Source: an optimization exercise on an open RTL-to-GDS flow (aim: a short achievable clock period and few clock cycles per item). Production flows keep margins and buffers that such runs may drop. Function was checked by simulation only, so behaviour that the tests miss may differ from the original. No activity file was given, so power comes from the tool's default toggle rates.

==> design.v <==
module sp8_core (
    input  wire        clk,
    input  wire        rst,           
    output reg  [15:0] bus_addr,
    output reg  [7:0]  bus_wdata,
    output reg         mem_we,
    output reg         disp_we,
    output reg         io_we,
    input  wire [7:0]  mem_rdata,
    output reg         retire,
    output reg  [2:0]  cost,
    output reg         halted,
    output reg         faulted,
    output reg  [7:0]  fault_op,
    output wire [15:0] pc,
    output wire [7:0]  sp,
    output wire [7:0]  a,
    output wire [7:0]  x,
    output wire [7:0]  y,
    output wire [7:0]  p
);
    localparam [7:0] OP_LDA_IMM = 8'hA9;
    localparam [7:0] OP_LDA_ZP  = 8'hA5;
    localparam [7:0] OP_STA_ZP  = 8'h85;
    localparam [7:0] OP_STA_ABS = 8'h8D;
    localparam [7:0] OP_ADC_IMM = 8'h69;
    localparam [7:0] OP_SBC_IMM = 8'hE9;
    localparam [7:0] OP_INC_ZP  = 8'hE6;
    localparam [7:0] OP_CMP_IMM = 8'hC9;
    localparam [7:0] OP_BNE     = 8'hD0;
    localparam [7:0] OP_SEC     = 8'h38;
    localparam [7:0] OP_HLT     = 8'hFF;
    localparam [2:0] T_NONE = 3'd0;    
    localparam [2:0] T_IB   = 3'd1;    
    localparam [2:0] T_DATA = 3'd2;    
    localparam [2:0] T_VLO  = 3'd3;    
    localparam [2:0] T_VHI  = 3'd4;    
    localparam [1:0] D_OPC = 2'd0;
    localparam [1:0] D_OP1 = 2'd1;
    localparam [1:0] D_OP2 = 2'd2;
    reg [2:0]  bt;           
    reg [2:0]  rt;           
    reg [15:0] ria;          
    reg [15:0] fa;           
    reg [1:0]  ds;
    reg [7:0]  lo;           
    reg [15:0] pc_pend;      
    reg        pend_inc;     
    reg [7:0]  zaddr;        
    reg i_ldai, i_ldaz, i_staz, i_staa, i_adc, i_sbc, i_inc, i_cmp, i_bne;
    reg [15:0] pc_r;
    reg [7:0]  a_r;
    reg        flag_c, flag_z, flag_v, flag_n;
    assign pc = pc_r;
    assign sp = 8'hFF;
    assign a  = a_r;
    assign x  = 8'h00;
    assign y  = 8'h00;
    assign p  = {flag_n, flag_v, 1'b1, 1'b0, 1'b0, 1'b0, flag_z, flag_c};
    wire [7:0] b = mem_rdata;
    wire stopped = halted | faulted;
    wire d_ldai = (b == OP_LDA_IMM);
    wire d_ldaz = (b == OP_LDA_ZP);
    wire d_staz = (b == OP_STA_ZP);
    wire d_staa = (b == OP_STA_ABS);
    wire d_adc  = (b == OP_ADC_IMM);
    wire d_sbc  = (b == OP_SBC_IMM);
    wire d_inc  = (b == OP_INC_ZP);
    wire d_cmp  = (b == OP_CMP_IMM);
    wire d_bne  = (b == OP_BNE);
    wire d_sec  = (b == OP_SEC);
    wire d_hlt  = (b == OP_HLT);
    wire d_multi = d_ldai | d_ldaz | d_staz | d_staa | d_adc | d_sbc |
                   d_inc | d_cmp | d_bne;
    wire       alu_sub = i_sbc | i_cmp;
    wire [7:0] alu_b   = alu_sub ? ~b : b;
    wire       alu_cin = i_cmp ? 1'b1 : flag_c;
    wire [8:0] alu_sum = {1'b0, a_r} + {1'b0, alu_b} + {8'd0, alu_cin};
    wire [7:0] alu_r   = alu_sum[7:0];
    wire       alu_v   = (a_r[7] == alu_b[7]) && (alu_r[7] != a_r[7]);
    wire [15:0] ria1 = ria + 16'd1;
    wire [15:0] br_target = ria1 + {{8{b[7]}}, b};
    wire [7:0]  inc_val = b + 8'd1;
    wire haz = mem_we && ((bus_addr == pc_r) || ((rt == T_IB) && (bus_addr == ria)));
    wire ib   = (rt == T_IB) && !stopped && !haz;
    wire dat  = (rt == T_DATA) && !stopped;
    wire opc  = ib && (ds == D_OPC);
    wire op1  = ib && (ds == D_OP1);
    wire op2  = ib && (ds == D_OP2);
    wire replay_pend = opc && !d_multi && (bt == T_DATA);
    wire br_taken = op1 && i_bne && !flag_z;
    wire stop_now = opc && !d_multi && !replay_pend && !d_sec;
    always @(posedge clk) begin
        if (rst) begin
            bus_addr  <= 16'hFFFC;
            bus_wdata <= 8'h00;
            mem_we    <= 1'b0;
            disp_we   <= 1'b0;
            io_we     <= 1'b0;
            bt        <= T_VLO;
            rt        <= T_NONE;
            ds        <= D_OPC;
            flag_c    <= 1'b0;
            flag_z    <= 1'b0;
            flag_v    <= 1'b0;
            flag_n    <= 1'b0;
            retire    <= 1'b0;
            cost      <= 3'd0;
            halted    <= 1'b0;
            faulted   <= 1'b0;
        end else begin
            bus_wdata <= a_r;
            mem_we    <= 1'b0;
            disp_we   <= 1'b0;
            io_we     <= 1'b0;
            if (stopped || stop_now) begin
                bt <= T_NONE;
            end else if (bt == T_VLO) begin
                bus_addr <= 16'hFFFD;
                bt       <= T_VHI;
            end else if (rt == T_VLO) begin
                bt <= T_NONE;
            end else if (rt == T_VHI) begin
                bus_addr <= {b, lo};
                fa       <= {b, lo};
                bt       <= T_IB;
            end else if (op1 && (i_ldaz || i_inc)) begin
                bus_addr <= {8'h00, b};
                bt       <= T_DATA;
            end else if (op1 && i_staz) begin
                bus_addr <= {8'h00, b};
                mem_we   <= 1'b1;
                bt       <= T_NONE;
            end else if (op2) begin
                bus_addr <= {b, lo};
                disp_we  <= (b[7:4] == 4'h4);
                io_we    <= (b[7:4] == 4'h5);
                mem_we   <= (b[7:4] != 4'h4) && (b[7:4] != 4'h5);
                bt       <= T_NONE;
            end else if (dat && pend_inc) begin
                bus_addr  <= {8'h00, zaddr};
                bus_wdata <= inc_val;
                mem_we    <= 1'b1;
                bt        <= T_NONE;
            end else if (br_taken) begin
                bus_addr <= br_target;
                fa       <= br_target;
                bt       <= T_IB;
            end else if (replay_pend) begin
                bus_addr <= ria;
                fa       <= ria;
                bt       <= T_IB;
            end else if (haz) begin
                bus_addr <= pc_r;
                fa       <= pc_r;
                bt       <= T_IB;
            end else begin
                bus_addr <= fa + 16'd1;
                fa       <= fa + 16'd1;
                bt       <= T_IB;
            end
            if ((bt == T_IB) && (stopped || stop_now || br_taken || replay_pend || haz))
                rt <= T_NONE;
            else
                rt <= bt;
            ria <= bus_addr;
            retire <= 1'b0;
            if (haz)
                ds <= D_OPC;
            if (opc) begin
                if (replay_pend) begin
                end else if (d_multi) begin
                    ds     <= d_staa ? D_OP1 : D_OP1;
                    i_ldai <= d_ldai;
                    i_ldaz <= d_ldaz;
                    i_staz <= d_staz;
                    i_staa <= d_staa;
                    i_adc  <= d_adc;
                    i_sbc  <= d_sbc;
                    i_inc  <= d_inc;
                    i_cmp  <= d_cmp;
                    i_bne  <= d_bne;
                end else begin
                    retire <= 1'b1;
                    pc_r   <= ria1;
                    if (d_sec) begin
                        flag_c <= 1'b1;
                        cost   <= 3'd2;
                    end else if (d_hlt) begin
                        halted <= 1'b1;
                    end else begin
                        faulted  <= 1'b1;
                        fault_op <= b;
                    end
                end
            end
            if (op1) begin
                ds <= D_OPC;
                if (i_ldai) begin
                    a_r    <= b;
                    flag_z <= (b == 8'h00);
                    flag_n <= b[7];
                    retire <= 1'b1;
                    cost   <= 3'd2;
                    pc_r   <= ria1;
                end
                if (i_adc || i_sbc) begin
                    a_r    <= alu_r;
                    flag_c <= alu_sum[8];
                    flag_v <= alu_v;
                    flag_z <= (alu_r == 8'h00);
                    flag_n <= alu_r[7];
                    retire <= 1'b1;
                    cost   <= 3'd2;
                    pc_r   <= ria1;
                end
                if (i_cmp) begin
                    flag_c <= alu_sum[8];
                    flag_z <= (alu_r == 8'h00);
                    flag_n <= alu_r[7];
                    retire <= 1'b1;
                    cost   <= 3'd2;
                    pc_r   <= ria1;
                end
                if (i_ldaz || i_inc) begin
                    pend_inc <= i_inc;
                    zaddr    <= b;
                    pc_pend  <= ria1;
                end
                if (i_staz) begin
                    retire <= 1'b1;
                    cost   <= 3'd3;
                    pc_r   <= ria1;
                end
                if (i_staa) begin
                    lo <= b;
                    ds <= D_OP2;
                end
                if (i_bne) begin
                    retire <= 1'b1;
                    if (!flag_z) begin
                        cost <= 3'd3;
                        pc_r <= br_target;
                    end else begin
                        cost <= 3'd2;
                        pc_r <= ria1;
                    end
                end
            end
            if (op2) begin
                ds     <= D_OPC;
                retire <= 1'b1;
                cost   <= 3'd4;
                pc_r   <= ria1;
            end
            if (dat) begin
                retire <= 1'b1;
                pc_r   <= pc_pend;
                if (pend_inc) begin
                    flag_z <= (inc_val == 8'h00);
                    flag_n <= inc_val[7];
                    cost   <= 3'd5;
                end else begin
                    a_r    <= b;
                    flag_z <= (b == 8'h00);
                    flag_n <= b[7];
                    cost   <= 3'd3;
                end
            end
            if (rt == T_VLO)
                lo <= b;
        end
    end
endmodule
==> run.sh <==
#!/bin/bash
# synth_recipe.tcl (not shown) runs the flow's synth.tcl, then flattens the netlist and writes it again
# the make line also repeats each setting of config.mk as NAME=value (left out here)
make -C /OpenROAD-flow-scripts/flow DESIGN_CONFIG=/design/flow/config.mk WORK_HOME=/design/flow/orfs CLKGATE_MAP_FILE= SYNTH_SCRIPT=/design/flow/synth_recipe.tcl finish
==> config.mk <==
export PLATFORM = sky130hd
export DESIGN_NAME = sp8_core
export DESIGN_NICKNAME = sp8_core
export VERILOG_FILES = /design/flow/design.v
export SDC_FILE = /design/flow/constraint.sdc
export NUM_CORES = 4
export LEC_CHECK = 0
export CAP_MARGIN = 20
export CORE_MARGIN = 2
export CORE_UTILIZATION = 40
export PLACE_DENSITY = 0.6
export SLEW_MARGIN = 20
==> constraint.sdc <==
create_clock -name core_clock -period 5.0 [get_ports {clk}]
set_input_delay 1.0000 -clock core_clock [delete_from_list [all_inputs] [get_ports {clk}]]
set_output_delay 1.0000 -clock core_clock [all_outputs]
set_load 0.01 [all_outputs]
==> results of run 1 <==
## where the power goes
part / total (mW) / internal, mW / switching, mW
Combinational: 1.20 / 0.530 / 0.675
Sequential: 1.69 / 1.50 / 0.187
Clock: 1.25 / 0.658 / 0.587
## state kept, by name, indices dropped and copies added (netlist names), 8 cells and up
name / flops
a_r: 8
fa: 16
zaddr: 8
fault_op: 8
pc_pend: 16
bus_wdata: 8
pc_r: 16
lo: 8
bus_addr: 16
ria: 16
## path summary, 6_finish.rpt
kind	endpoint	depth (start not counted)
max	fa[15]	11
min	flag_v	2
max reg2reg	pc_r[13]	13
min reg2reg	flag_v	2
## metrics by stage
step           hold slack, ns  utilization, %  instance area, um^2  total power, mW
3_5_place_dp           0.4846           46.14                10510            2.896
2_1_floorplan          0.4499               -                 9438            2.421
5_1_grt                0.5123           48.61                11070            4.318
6_report               0.4861           48.61                11070            4.142
3_3_place_gp           0.4722           46.14                10510            2.892
4_1_cts                0.4956           48.61                11070            4.133
## cell families (layout without fill, tap and decap cells)
logic type               Yosys count  after routing  synth area share, %
AND/OR/NAND/NOR                  325            325                17.63
flip-flops                       151            151                43.72
adder cells (fa/ha/maj)           31             31                4.394
other                              2             28              0.08041
AO/OA/AOI/OAI                    232            232                16.80
XOR/XNOR                          94             94                8.814
multiplexers                      27             27                2.947
buffers and inverters            101            174                5.613
## synth_stat cells (8+ instances only)
cell and number:
a22oi_1 8, xor2_1 38, o21ai_0 46, ha_1 28, o211ai_1 13, a221oi_1 8
clkbuf_1 27, inv_1 24, a211oi_1 19, a21o_1 8, xnor2_1 56, nor2b_1 8
nor2_1 94, nor3_1 29, dfxtp_1 45, mux2i_1 23, nand3b_1 8, nand2b_1 9
buf_4 33, nand2_1 65, buf_2 10, a21oi_1 50, nand3_1 27, and3_1 16
o22ai_1 15, nor4_1 15, nand4_1 10, edfxtp_1 106
## area by class of cell
class	instances	area, um^2
Multi-Input combinational cell	737	4855
Clock inverter	14	132.6
Clock buffer	18	429.2
Inverter	25	93.84
Timing Repair Buffer	117	1086
Sequential cell	151	4084
Fill cell	2163	11710
Tap cell	313	391.6
## critical path: cells and delay by family
kind	cells	cell delay (ns)
muxes	1	0.27
and+or+nand+nor	2	0.47
adders and majority gates	1	0.50
buffers and inverters	1	0.68
AOI/OAI and AO/OA	6	1.38
## metal layers
layer / vias up / global-route usage [%] / part of all wire [%]
met5: - / 0 / 0
met4: 0 / 10.40 / 3.8
met3: 79 / 4.348 / 7.3
met2: 404 / 41.19 / 47
met1: 3877 / 34.64 / 42
li1: 3692 / - / -
==> reports/metrics.cfg, run 1 <==
[timing]
timing.final.hold_violations=0
grt_setup_unrepaired=false
fin_setup_tns_ns=0
setup_viol_count_final=0
clock.fmax_mhz=244.2
clock_skew_ns=0.01200
min_period_ns=4.095
slew-limit-headroom_pct=20.63
slew_violations=0
tightest_slew_ns=1.181
timing.final.crit_share_pct=81.90
setup_ws_ns=0.9048

[grt]
grt_start_max_net_pins=34
grt_antenna_before_repair=0
grt_pass1_vias=7753
track_usage_pct=25.74
grt_pass1_wl_mm=46.86
overflow=0

[place]
place.detailed.hpwl_mm=23.05
globalplace.congestion=0.9543
dpl_worst_slack_ns=0.4841
place_inst=1343
io_buffer_count=78

[setup_path]
regToRegSetupSlack_ns=0.92
crit_slowest_cell=clkdlybuf4s50_1
cp-start-kind=primary input
slowest_delay_ns=0.68
cpMostUsedCell=a21oi_1
criticalPathCategory=primary input to flop
path_cells=clkdlybuf4s50_1 -> ha_1 -> o211ai_1 -> o211a_1 -> o311ai_0 -> a21oi_1 -> o221ai_1 -> a21oi_1 -> nor3b_1 -> nor2b_1 -> mux2_2
cp_data_required_time_ns=5.19
arrival_ns=4.29
worstPathMaxFanout=9
reg2reg_from=ria[0]
cp-startpoint=mem_rdata[4]
end_kind=flop

[worst_hold_path]
hold_start=flag_v
hp-class=flop to flop

[yosys]
synth-edff-count=106
yosys-top-cells-area=edfxtp_1, dfxtp_1, xnor2_1
syn_area_um2=9340
synth_top_area_share_pct=34.08
ys_types=78
ys_seq_area_share_pct=43.72
ys_ff_latch=151
synth_area_leader_cell=edfxtp_1
synth-main-ff-cell=edfxtp_1
syn_avg_cell_area_um2=9.699
async_flop_share_pct=0
yosys_warnings=1
syn_inst=963

[floorplan]
die_w_um=156.8
start_util_pct=41.01
die_y_um=156.8
rows=55
core_um2=22780
die_area_um2=24590
ios=107

[routing]
drt_iter0_drc=842
drc=0
routed_wl_mm=30.90
viasPerCell=5.856
wl_per_cell_um=22.47
via_count=8052
ant_nets=0
firstDrtPassIters=5

[clock_network]
ctsLongestPathBuffers=2
htreeDepth=4
cts_tree=built
postCtsResizedCells=0
clk_latency_ns=0.44
post-cts-setup-buffer-count=0
cts_root_buf=clkbuf_16
clk_pin_slew_ns=0.07
clock_sinks=151
cts_inserted_buffers=17
cts_hold_buf=0

[final_layout]
drive_gt1_share_pct=9.134
diodes=0
nets=1090
area_growth_pct=18.54
final_cell_mix=edfxtp_1, nor2_1, clkdlybuf4s50_1
finalNonFillerCells=1375
final_common_cell=edfxtp_1

[status]
status=complete, no violations

[job]
drv_cap=0

[pwr]
leakagePower_nw=4.118
peakVddDrop_mv=0.2430
powerDensity_nw_per_um2=374.1

Testbench counts, summed over its fixed seeds: cycles 116,046, instrs 42,223.
==> inputs of run 2 (changes only) <==
--- a/config.mk
+++ b/config.mk
@@ -11,2 +11,4 @@
 export PLACE_DENSITY = 0.6
+export SETUP_SLACK_MARGIN = 2.5
 export SLEW_MARGIN = 20
+export TNS_END_PERCENT = 10
==> run 2 against run 1 <==
Compared with the run above: sequential share of layout area decreased by 6.3 points; sequential power is essentially flat; combinational power is 39% higher; synthesized cell count unchanged; critical path depth unchanged; clock-buffer cell count grew 2; sequential cell count unchanged; worst setup slack improved by 0.84 ns; area after synthesis is the same; core utilization is 10 points higher; cell count rose by 9.9%.
==> reports/metrics.cfg, run 2 <==
[routing]
firstDrtPassIters=6
drt_iter0_drc=1093
via_count=9090
routed_wl_mm=36.31
ant_nets=0
wl_per_cell_um=24.03
drc=0
viasPerCell=6.016

[clock_network]
cts_inserted_buffers=17
clk_latency_ns=0.44
cts_hold_buf=0
clock_sinks=151
cts_tree=built
ctsLongestPathBuffers=2
htreeDepth=4
cts_root_buf=clkbuf_16
clk_pin_slew_ns=0.07

[timing]
setup_ws_ns=1.748
clock_skew_ns=0.01567
fin_setup_tns_ns=0
timing.final.crit_share_pct=65.03
slew_violations=0
slew-limit-headroom_pct=38.90
tightest_slew_ns=0.9081
timing.final.hold_violations=0
setup_viol_count_final=0
clock.fmax_mhz=307.5
min_period_ns=3.252
grt_setup_unrepaired=true

[setup_path]
r2r-end=pc_r[13]
arrival_ns=3.44
rr_worst_depth=12
regToRegSetupSlack_ns=1.78
cp_data_required_time_ns=5.19
reg2reg_from=ria[0]
worstPathMaxFanout=10
cp-start-kind=primary input
end_kind=flop
cp-endpoint=pc_r[11]
criticalPathCategory=primary input to flop
cp-startpoint=mem_rdata[5]

[pwr]
switching_share_pct=35.37
p_total_mw=4.674
p_int_mw=3.021
leakagePower_nw=5.125
peakVddDrop_mv=0.2172
p_clk_share_pct=27.9
combPwrFrac_pct=35.7
p_switching_mw=1.653
p_seq_share_pct=36.4
powerDensity_nw_per_um2=349.9

[yosys]
yosys_warnings=1
synth-main-ff-cell=edfxtp_1
synth_top_area_share_pct=34.08
synth-edff-count=106
syn_avg_cell_area_um2=9.699
async_flop_share_pct=0
synth.most_common_cell=edfxtp_1
ys_types=78
yosys-top-cells-area=edfxtp_1, dfxtp_1, xnor2_1
ys_ff_latch=151
syn_area_um2=9340
syn_inst=963
synthTopCellsByCount=edfxtp_1, nor2_1, nand2_1, xnor2_1, a21oi_1
ys_seq_area_share_pct=43.72
synth_area_leader_cell=edfxtp_1

[floorplan]
start_util_pct=41.01
die_w_um=156.8
ios=107
core_um2=22780
rows=55
die_y_um=156.8
die_area_um2=24590

[final_layout]
final_cell_mix=buf_4, edfxtp_1, nor2_1
final_common_cell=buf_4
area_growth_pct=43.03
stdcell_area_um2=13360
nets=1226
drive_gt1_share_pct=31.30
finalNonFillerCells=1511
diodes=0
fillers=1864

[grt]
track_usage_pct=29.26
grt_pass1_vias=8656
grt_start_max_net_pins=48
overflow=0
grt_antenna_before_repair=0
grt_pass1_wl_mm=53.03

[worst_hold_path]
hp-class=flop to flop

[place]
globalplace.congestion=0.9449
io_buffer_count=78
place_inst=1343
place_area_um2=10580
place.detailed.hpwl_mm=23.61
dpl_worst_slack_ns=0.5256

[job]
drv_cap=0

[status]
status=complete, no violations

[run 2: cell counts after synthesis]
No cell type changed its count.
[run 2: through the flow]
stage	util [%]	hold WS, ns
after floorplan	-	0.4499
after global placement	46.43	0.4560
after detailed placement	46.43	0.4688
after CTS	56.11	0.4819
after global routing	58.65	0.5078
final	58.65	0.4799
[run 2: worst min-delay path by stage]
stage          depth (start not counted)  endpoint  slack [ns]    from
2_1_floorplan                          2    flag_v        0.45  flag_v
3_3_place_gp                           0  pend_inc        0.46   i_inc
3_5_place_dp                           0  pend_inc        0.47   i_inc
4_1_cts                                0  pend_inc        0.48   i_inc
5_1_grt                                1     rt[0]        0.51   bt[0]
6_report                               2    flag_v        0.48  flag_v
[run 2: power by group through the flow]
stage | logic [mW] | registers [mW] | clock network (mW)
2_1_floorplan | 0.753 | 1.68 | 0
3_3_place_gp | 1.20 | 1.72 | 0
3_5_place_dp | 1.20 | 1.72 | 0
4_1_cts | 1.48 | 1.69 | 1.31
5_1_grt | 1.77 | 1.72 | 1.36
6_report | 1.67 | 1.70 | 1.30
[run 2: final cells by class]
class	instances	area (um^2)	share of cell area, %
tap	313	391.6	2.932
timing repair buffer	252	2354	17.62
clock inverter	12	97.59	0.7305
sequential	151	4085	30.58
multi-input combinational	738	5837	43.69
clock buffer	20	489.2	3.662
inverter	25	105.1	0.7867
[run 2: repair_timing]
| item | 4_1_cts | 5_1_grt |
|---|---|---|
| pin swaps | 67 | 30 |
| resized for setup | 206 | 82 |
| gates cloned | 3 | 0 |
| setup endpoints to repair | 166 | 227 |
| buffers inserted | 111 | 22 |
[run 2: cell families after synthesis]
family                     share of synthesized area (%)
AOI/OAI and AO/OA                                  16.80
xor gates and xnor gates                           8.814
adders and majority gates                          4.394
buffers and inverters                              5.613
DFF                                                43.72
muxes                                              2.947
other                                            0.08041
and+or+nand+nor                                    17.63
[run 2: metal layers]
| layer | vias up | track usage (%) | routed length (um) |
|---|---|---|---|
| met4 | 0 | 14.59 | 2066 |
| met3 | 129 | 6.037 | 3460 |
| met1 | 4403 | 38.25 | 14190 |
| met2 | 591 | 46.01 | 16600 |
| met5 | - | 0 | 0 |
| li1 | 3967 | - | - |
[run 2: worst max-delay path, cell delays in order]
cell,delay [ns]
buf_4,0.18
nand3b_1,0.24
nor4_4,0.32
a221o_1,0.24
buf_6,0.13
nor3_1,0.06
o211ai_1,0.58
inv_1,0.21
a221o_1,0.33
o21ai_0,0.07
o21ai_1,0.08
==> inputs of run 3 (changes only) <==
--- a/design.v
+++ b/design.v
@@ -77,7 +77,16 @@
     wire       alu_cin = i_cmp ? 1'b1 : flag_c;
-    wire [8:0] alu_sum = {1'b0, a_r} + {1'b0, alu_b} + {8'd0, alu_cin};
+    wire [8:0] alu_s0  = {1'b0, a_r} + {1'b0, alu_b};
+    wire [8:0] alu_s1  = {1'b0, a_r} + {1'b0, alu_b} + 9'd1;
+    wire [8:0] alu_sum = alu_cin ? alu_s1 : alu_s0;
+    wire [7:0] alu_p   = a_r ^ alu_b;
+    wire       alu_z   = (&(alu_p[7:1] ~^ (a_r[6:0] | alu_b[6:0]))) && (alu_p[0] == alu_cin);
     wire [7:0] alu_r   = alu_sum[7:0];
     wire       alu_v   = (a_r[7] == alu_b[7]) && (alu_r[7] != a_r[7]);
-    wire [15:0] ria1 = ria + 16'd1;
-    wire [15:0] br_target = ria1 + {{8{b[7]}}, b};
+    reg  [15:0] ria1;
+    wire [7:0]  r1h  = ria1[15:8];
+    wire [7:0]  r1hp = r1h + 8'd1;
+    wire [7:0]  r1hm = r1h - 8'd1;
+    wire [8:0]  br_lo = {1'b0, ria1[7:0]} + {1'b0, b};
+    wire [7:0]  br_hi = (br_lo[8] == b[7]) ? r1h : br_lo[8] ? r1hp : r1hm;
+    wire [15:0] br_target = {br_hi, br_lo[7:0]};
     wire [7:0]  inc_val = b + 8'd1;
@@ -165,3 +174,4 @@
                 rt <= bt;
-            ria <= bus_addr;
+            ria  <= bus_addr;
+            ria1 <= bus_addr + 16'd1;
             retire <= 1'b0;
@@ -210,3 +220,3 @@
                     flag_v <= alu_v;
-                    flag_z <= (alu_r == 8'h00);
+                    flag_z <= alu_z;
                     flag_n <= alu_r[7];
@@ -218,3 +228,3 @@
                     flag_c <= alu_sum[8];
-                    flag_z <= (alu_r == 8'h00);
+                    flag_z <= alu_z;
                     flag_n <= alu_r[7];
@@ -259,4 +269,4 @@
                 if (pend_inc) begin
-                    flag_z <= (inc_val == 8'h00);
-                    flag_n <= inc_val[7];
+                    flag_z <= (b == 8'hFF);
+                    flag_n <= b[7] ^ (&b[6:0]);
                     cost   <= 3'd5;
==> run 3 against run 2 <==
Compared with the run above: power grew 4.4%; sequential cell count grew 16; non-clock buffer count shrank 54; clock skew shrank 0.0017 ns; cell count grew 0.79%; synthesized cell count grew 7.0%; area after synthesis grew 9.4%; design area grew 0.96%; critical path type unchanged.
==> reports/metrics.cfg, run 3 <==
[yosys]
synth-edff-count=122
ys_seq_area_share_pct=44.67
synth_top_area_share_pct=35.86
syn_avg_cell_area_um2=9.920
synth_area_leader_cell=edfxtp_1
ys_types=75
yosys_warnings=1
ys_ff_latch=167
yosys-top-cells-area=edfxtp_1, dfxtp_1, xnor2_1
async_flop_share_pct=0
syn_inst=1030
synth.most_common_cell=edfxtp_1
syn_area_um2=10220
synthTopCellsByCount=edfxtp_1, nor2_1, xnor2_1, nand2_1, o21ai_0
synth-main-ff-cell=edfxtp_1

[place]
place.detailed.hpwl_mm=23.18
io_buffer_count=78
dpl_worst_slack_ns=0.2827
globalplace.congestion=0.9189

[timing]
slew-limit-headroom_pct=39.55
setup_viol_count_final=0
timing.final.hold_violations=0
slew_violations=0
clock_skew_ns=0.01396
min_period_ns=3.690
grt_setup_unrepaired=true
fin_setup_tns_ns=0
setup_ws_ns=1.310
clock.fmax_mhz=271.0
tightest_slew_ns=0.8985
timing.final.crit_share_pct=73.81

[worst_hold_path]
worstHoldEndpoint=rt[0]
hp-class=flop to flop
hold_path_depth=2
hold_start=bt[0]

[setup_path]
crit_slowest_cell=fa_2
slowest_delay_ns=0.36
r2r-end=fa[15]
cp-startpoint=mem_rdata[0]
reg2reg_from=ria1[0]
worstPathMaxFanout=5
regToRegSetupSlack_ns=1.47
cpMostUsedCell=ha_4
end_kind=flop
criticalPathCategory=primary input to flop
arrival_ns=3.87
cp_data_required_time_ns=5.17
cp-start-kind=primary input
rr_worst_depth=18
path_cells=buf_8 -> ha_4 -> inv_2 -> fa_2 -> nor2b_4 -> o2111ai_2 -> and3_4 -> nor2_4 -> inv_4 -> buf_6 -> ha_4 -> a21o_1 -> nand4_1 -> nand4b_1 -> a31o_2 -> mux2i_2 -> xnor2_1 -> o21ai_1 -> a21oi_1

[final_layout]
fillers=2198
diodes=0
nets=1229
area_growth_pct=32.00
regArea_um2=4568
final_common_cell=edfxtp_1
multiInputGateArea_um2=5869
final_cell_mix=edfxtp_1, buf_4, clkdlybuf4s50_1
drive_gt1_share_pct=22.88

[routing]
ant_nets=0
routed_wl_mm=35.62
viasPerCell=5.957
firstDrtPassIters=6
drc=0
drt_iter0_drc=844
via_count=9072
wl_per_cell_um=23.39

[floorplan]
die_w_um=163.8
core_um2=25110
die_y_um=163.8
die_area_um2=26840
rows=58
ios=107
start_util_pct=40.69

[job]
drv_cap=0

[pwr]
powerDensity_nw_per_um2=361.8
leakagePower_nw=4.951
p_total_mw=4.880
peakVddDrop_mv=0.2156

[clock_network]
clock_sinks=167
htreeDepth=4
cts_inserted_buffers=17
cts_root_buf=clkbuf_16
ctsLongestPathBuffers=2
clk_pin_slew_ns=0.07
clk_latency_ns=0.44
cts_tree=built

[grt]
grt_pass1_vias=8690
track_usage_pct=26.03
grt_antenna_before_repair=0
grt_pass1_wl_mm=51.95
overflow=0
grt_start_max_net_pins=46

[status]
status=complete, no violations

-- run 3: how the worst max path moves through the flow --
stage	end	slack, ns
4_1_cts	pc_r[14]	1.26
5_1_grt	fa[15]	1.24
2_1_floorplan	fa[14]	1.18
6_report	fa[15]	1.31
3_5_place_dp	pc_r[14]	0.28
3_3_place_gp	pc_r[14]	0.32
-- run 3: through the flow --
| step | cell area [um^2] | hold WS (ns) | cells | utilization (%) |
|---|---|---|---|---|
| CTS | 12940 | 0.4981 | 1489 | 51.55 |
| global placement | 11400 | 0.4649 | 1407 | 45.41 |
| global route | 13490 | 0.5208 | 1523 | 53.71 |
| finish | 13490 | 0.4968 | 1523 | 53.71 |
| floorplan | 10390 | 0.4457 | 1056 | - |
| detailed placement | 11400 | 0.4827 | 1407 | 45.41 |
-- run 3: layout make-up --
cell class,instances,share of cell area (%)
tap,330,3.062
clock inverter,13,1.067
timing repair buffer,198,14.11
inverter,39,1.160
multi-input combinational,757,43.52
sequential,167,33.87
clock buffer,19,3.210
-- run 3: power breakdown --
part / leakage (nW) / internal, mW / switching [mW]
logic: 3.21 / 0.811 / 0.839
clock network: 0.278 / 0.743 / 0.601
registers: 1.46 / 1.68 / 0.210
-- run 3: routing by layer --
metal / global-route usage [%] / part of all wire, % / up-vias
met2: 39.27 / 44 / 495
li1: - / - / 4051
met3: 6.414 / 10 / 100
met5: 0 / 0 / -
met4: 10.77 / 4.1 / 0
met1: 35.74 / 42 / 4426
-- run 3: critical path: cells and delay by family --
| kind | cells | cell delay [ns] |
|---|---|---|
| and+or+nand+nor | 5 | 0.69 |
| xor gates and xnor gates | 1 | 0.17 |
| adders and majority gates | 3 | 0.69 |
| AOI/OAI and AO/OA | 5 | 0.85 |
| muxes | 1 | 0.15 |
| buffers and inverters | 4 | 0.29 |
-- run 3: repair_timing --
action / 4_1_cts / 5_1_grt
hold buffers: 0 / 0
resized for setup: 137 / 69
setup buffers: 48 / 30
pin swaps: 59 / 40
gates cloned: 2 / 4
setup endpoints to repair: 174 / 226
-- run 3: logic make-up (layout without fill, tap and decap cells) --
family | Yosys count | count (layout) | share of synthesized area (%)
muxes | 25 | 25 | 2.510
AOI/OAI and AO/OA | 264 | 265 | 17.08
DFF | 167 | 167 | 44.67
and+or+nand+nor | 293 | 294 | 15.23
buffers and inverters | 134 | 269 | 6.343
adders and majority gates | 39 | 39 | 4.996
other | 2 | 28 | 0.07350
xor gates and xnor gates | 106 | 106 | 9.086
Testbench counts of run 3, summed over its fixed seeds: cycles 116,046, instrs 42,223.

-- port drivers added, routing unchanged --
The flow's constraints put no driver on any port. The routed layouts listed below were extracted and timed again, unchanged, in two steps.
Step 1, drivers: a clkbuf_16 drives clk and a buf_2 each remaining input, both assumed.
Step 2 also shifts input and output timing later by t, the mid clock arrival at the registers, as if the neighbouring blocks saw the same clock.
Slacks: no drivers / after step 1 / after step 2; pairs: no drivers / after step 1.
| run | shift t [ns] | slack for setup (ns) | latest minus earliest clock arrival (ns) | worst register clock-pin slew, ns | cell pins on the clock port's net |
|---|---|---|---|---|---|
| run 1 | 0.485 | 0.905 / 0.924 / 0.447 | 0.012 / 0.012 | 0.07 / 0.07 | 1 |
| run 2 | 0.481 | 1.748 / 1.773 / 1.292 | 0.016 / 0.016 | 0.07 / 0.07 | 1 |
| run 3 | 0.482 | 1.310 / 1.299 / 0.817 | 0.014 / 0.014 | 0.07 / 0.07 | 1 |
After both steps setup and hold are still met in every run listed. For run 3, which loses most, drivers alone change the setup slack by -0.011 ns; drivers and shift together by -0.493 ns.
